Context: an optimization exercise on an open-source flow, tuned for small area, a short achievable clock period and few clock cycles per item. The choices shown serve that exercise and are no tape-out recipe.
Power and IR drop assume default switching activity.

maple:
==> module idt_frame_decoder, before the edit <==
module idt_frame_decoder (
    input  wire        clk,
    input  wire        rst,         
    input  wire        tailoff,     
    input  wire        in_valid,
    input  wire [7:0]  in_data,
    input  wire        in_last,
    output wire        in_ready,
    output reg         res_valid,
    output wire [31:0] res_info,    
    output wire [31:0] res_crc,     
    output wire [31:0] res_len,     
    output wire [31:0] res_addr,    
    output wire [8:0]  rx_track,    
    output wire [15:0] rx_cnt       
);
    localparam [2:0] C_OK = 3'd0, C_NO_DELIM = 3'd1, C_BAD_LEN = 3'd2,
                     C_BAD_CRC = 3'd3, C_BAD_COMPL = 3'd4, C_SEQ_ERR = 3'd5;
    localparam [1:0] T_NONE = 2'd0, T_HEAD = 2'd1, T_DATA = 2'd2, T_TAIL = 2'd3;
    function [15:0] crc_table;
        input [7:0] i;
        integer k;
        reg [15:0] r;
        begin
            r = {i, 8'h00};
            for (k = 0; k < 8; k = k + 1)
                r = r[15] ? ((r << 1) ^ 16'h1021) : (r << 1);
            crc_table = r;
        end
    endfunction
    function [15:0] crc_step;
        input [15:0] c;
        input [7:0]  b;
        begin
            crc_step = {c[7:0], 8'h00} ^ crc_table(c[15:8] ^ b);
        end
    endfunction
    reg         fresh;           
    reg  [10:0] q;
    reg         hd;              
    reg         da, ed;          
    reg         cs;              
    reg  [7:0]  n;               
    reg         co;              
    reg  [15:0] acc;             
    reg  [7:0]  d1, d2;          
    reg  [63:0] hl;              
    reg  [7:0]  rx_exp;
    reg         rx_inxfer;
    reg  [15:0] rx_count;
    reg         pend;            
    reg  [2:0]  r_code;
    reg  [1:0]  r_type;
    reg         k_crc, k_n, k_chk, k_hl;    
    reg         k_upd;           
    assign in_ready = !pend;
    assign rx_track = {rx_inxfer, rx_exp};
    assign rx_cnt   = rx_count;
    assign res_info = {5'd0, q, n, 1'b0, r_code, 2'b00, r_type};
    assign res_crc  = {acc, d2, d1};
    assign res_len  = hl[63:32];
    assign res_addr = hl[31:0];
    wire       accept = in_valid && !pend;
    wire       done   = accept && in_last;
    wire [7:0] b  = in_data;
    wire [7:0] bz = pend ? 8'h00 : in_data;    
    wire q_lo0 = (q[10:3] == 8'h00);             
    wire q_hi1 = (q[10:2] == 9'h1FF);            
    wire p1    = !fresh && q_hi1 && q[1:0] == 2'd0;
    wire p2    = !fresh && q_hi1 && q[1:0] == 2'd1;
    wire p3    = !fresh && q_hi1 && q[1:0] == 2'd2;
    wire p4    = !fresh && q_hi1 && q[1:0] == 2'd3;    
    wire over  = !fresh && q[10] && !q_hi1;            
    wire compl_ok  = hd || co;
    wire data_ok   = rx_inxfer && (n == rx_exp);
    wire tail_ok   = rx_inxfer && (tailoff ? (n == rx_exp) : (n == rx_count[7:0]));
    wire seq_ok    = hd || (da ? data_ok : tail_ok);
    wire crc_ok    = (acc == {d1, b});
    wire hd_n = fresh ? (b == 8'hFE) :
                p1    ? (hd && b == 8'h00) :
                p2    ? (hd && b == 8'hFF) :
                p3    ? (hd && b == 8'h01) : hd;
    wire da_n = fresh ? (b == 8'hDA) : da;
    wire ed_n = fresh ? (b == 8'hED) : ed;
    wire is_head = hd_n && !fresh && !p1 && !p2;       
    wire [1:0] v_type = over    ? T_NONE :
                        is_head ? T_HEAD : da_n ? T_DATA : ed_n ? T_TAIL : T_NONE;
    wire csx = cs && !fresh;                           
    wire [2:0] v_code = !csx       ? ((v_type == T_NONE && !over) ? C_NO_DELIM : C_BAD_LEN) :
                        !crc_ok    ? C_BAD_CRC :
                        !compl_ok  ? C_BAD_COMPL :
                        seq_ok     ? C_OK : C_SEQ_ERR;
    wire v_fld = csx && crc_ok && compl_ok;
    wire n13   = !fresh && q == 11'd7;                           
    wire n4    = p3;                                             
    wire ndat  = !fresh && (q_hi1 ? q[1] : !(q[10:0] >= 11'd1023));   
    wire cs_n  = hd_n ? n13 : da_n ? ndat : ed_n ? n4 : 1'b0;
    wire [11:4] p_hl;
    assign p_hl[4] = p4;
    genvar g;
    generate
        for (g = 5; g <= 11; g = g + 1) begin : g_phl
            assign p_hl[g] = !fresh && q_lo0 && q[2:0] == (g - 5);
        end
    endgenerate
    wire        clr_crc = pend && !k_crc;
    wire        clr_chk = pend && !k_chk;
    wire        en_acc  = (accept && (fresh || !in_last)) || clr_crc;
    wire [15:0] acc_d   = (fresh || pend) ? 16'h0000 : crc_step(acc, d1);
    wire        en_d    = accept || clr_crc;
    wire [7:0]  d2_d    = pend ? 8'h00 : d1;
    wire        en_q    = accept || clr_chk;
    wire [10:0] q_d     = pend ? 11'd0 : fresh ? 11'd2044 : q + 11'd1;
    wire        en_n    = (accept && p1) || (pend && !k_n);
    wire [63:0] en_hl;
    generate
        for (g = 4; g <= 11; g = g + 1) begin : g_enhl
            assign en_hl[(11-g)*8 +: 8] = {8{(accept && p_hl[g]) || (pend && !k_hl)}};
        end
    endgenerate
    integer j;
    always @(posedge clk) begin
        if (en_acc)
            acc <= acc_d;
        if (en_d) begin
            d1 <= bz;
            d2 <= d2_d;
        end
        if (en_q)
            q <= q_d;
        if (en_n)
            n <= bz;
        for (j = 0; j < 8; j = j + 1)
            if (en_hl[j*8])
                hl[j*8 +: 8] <= bz;
        if (done) begin
            r_code <= v_code;
            r_type <= v_type;
        end
        if (done) begin
            k_crc  <= csx;
            k_n    <= v_fld && !hd;
            k_chk  <= v_fld && da;
            k_hl   <= v_fld && hd;
            k_upd  <= v_fld && seq_ok;
        end
        if (accept) begin
            hd <= hd_n;
            da <= da_n;
            ed <= ed_n;
            cs <= cs_n;
            if (p2)
                co <= (b == ~n);
        end
        if (rst) begin
            fresh     <= 1'b1;
            pend      <= 1'b0;
            res_valid <= 1'b0;
            rx_exp    <= 8'd1;
            rx_inxfer <= 1'b0;
            rx_count  <= 16'd0;
        end else begin
            pend      <= done;
            res_valid <= pend;
            if (accept)
                fresh <= in_last;
            if (pend && k_upd) begin
                if (r_type == T_HEAD) begin
                    rx_exp    <= 8'd1;
                    rx_count  <= 16'd0;
                    rx_inxfer <= 1'b1;
                end else if (r_type == T_DATA) begin
                    rx_exp   <= rx_exp + 8'd1;
                    rx_count <= {rx_count[15:8] + {7'd0, rx_exp == 8'd0}, rx_exp};
                end else begin
                    rx_inxfer <= 1'b0;
                end
            end
        end
    end
endmodule
Settings: LEC_CHECK=0, CAP_MARGIN=20, CORE_MARGIN=2, CORE_UTILIZATION=40, CTS_BUF_LIST=sky130_fd_sc_hd__clkbuf_8, SETUP_SLACK_MARGIN=2.0, SLEW_MARGIN=20; clock period 4.0 ns.
standard.sh (not shown) runs the stock make flow with config.mk's settings and CLKGATE_MAP_FILE= SYNTH_SCRIPT=/design/flow/synth_recipe.tcl, a recipe that flattens the netlist after the stock synthesis.
==> flow/flow/run.sh <==
#!/bin/bash
set -euo pipefail
bash standard.sh BUFFER_PORTS_ARGS="-buffer_cell sky130_fd_sc_hd__buf_1" finish > flow_make.log 2>&1
Input-level comparison between violet and maple:
-- flow/design.v --
<<< maple, line 38
    reg         fresh;           
    reg  [10:0] q;
    reg         hd;              
    reg         da, ed;          
>>> violet, line 38
    reg         fresh;           
    reg  [10:0] q;
    reg         qz, qh;          
    reg         hd;              
    reg         da, ed;          
<<< maple, line 65
    wire [7:0] b  = in_data;
    wire [7:0] bz = pend ? 8'h00 : in_data;    
    wire q_lo0 = (q[10:3] == 8'h00);             
    wire q_hi1 = (q[10:2] == 9'h1FF);            
    wire p1    = !fresh && q_hi1 && q[1:0] == 2'd0;
    wire p2    = !fresh && q_hi1 && q[1:0] == 2'd1;
>>> violet, line 66
    wire [7:0] b  = in_data;
    wire [7:0] bz = pend ? 8'h00 : in_data;    
    wire q_lo0 = qz;
    wire q_hi1 = qh;
    wire p1    = !fresh && q_hi1 && q[1:0] == 2'd0;
    wire p2    = !fresh && q_hi1 && q[1:0] == 2'd1;
<<< maple, line 127
            d2 <= d2_d;
        end
        if (en_q)
            q <= q_d;
        if (en_n)
            n <= bz;
>>> violet, line 128
            d2 <= d2_d;
        end
        if (en_q) begin
            q  <= q_d;
            qz <= pend || (!fresh && ((qh && q[1:0] == 2'd3) || (qz && q[2:0] != 3'd7)));
            qh <= !pend && (fresh || (qh && q[1:0] != 2'd3));
        end
        if (en_n)
            n <= bz;
<<< maple, line 138
            r_type <= v_type;
        end
        if (done) begin
            k_crc  <= csx;
            k_n    <= v_fld && !hd;
            k_chk  <= v_fld && da;
            k_hl   <= v_fld && hd;
            k_upd  <= v_fld && seq_ok;
        end
        if (accept) begin
            hd <= hd_n;
>>> violet, line 142
            r_type <= v_type;
        end
        k_crc  <= csx;
        k_n    <= v_fld && !hd;
        k_chk  <= v_fld && da;
        k_hl   <= v_fld && hd;
        k_upd  <= v_fld && seq_ok;
        if (accept) begin
            hd <= hd_n;
Results
violet reached the final stage; the timing, design-rule and antenna checks on its layout passed. DRC violation count after routing came out exactly the same in violet and maple. [compare] base=maple new=violet: layout-stage area growth over the synthesis result decreased 4.0 points; count of multi-input gates increased 15. Critical path depth, violet and maple: larger value in violet. Lower mean routed wirelength per cell was reported by maple, not violet. Between violet and maple, the slack of the critical path is lower for maple. violet against maple: wire length up about 0.8%; global-route usage up 0.56 points; fraction of power consumed by sequential logic up 2.2 points. Per the comparison of violet with maple, switching power share of the total moved up; DRC marker count from the first detailed-route iteration now sits lower. Area: violet vs maple -> violet smaller. violet vs. maple: proportion of synthesized area in mux cells stayed essentially flat; met3 usage in global routing stayed essentially flat.
Function was not checked in any run of this note: the RTL went through the layout flow alone.

==> separate check: timing with driven ports <==
How much do the figures lean on ideal ports? The routed layouts below were timed once more, with nothing changed but the port constraints.
Step 1 assumes that a clkbuf_16 drives the clock port and a buf_2 every other input.
Step 2 adds t to the input delays and takes it off the output delays; t is the mean of the earliest and latest rising clock arrival at the registers after step 1. Input paths then give back, and output paths get back, about the clock's delay inside the block.
Three values: ideal ports, drivers, drivers and shift; two values: the first two.
run | t (ns) | slack for setup (ns) | slew at the worst register clock pin (ns)
maple | 0.496 | 1.909 / 1.886 / 1.594 | 0.10 / 0.10
violet | 0.489 | 1.931 / 1.913 / 1.514 | 0.09 / 0.09
After both steps every run listed still meets setup and hold. For violet, which loses most, drivers alone change the setup slack by -0.018 ns; drivers and shift together by -0.417 ns.
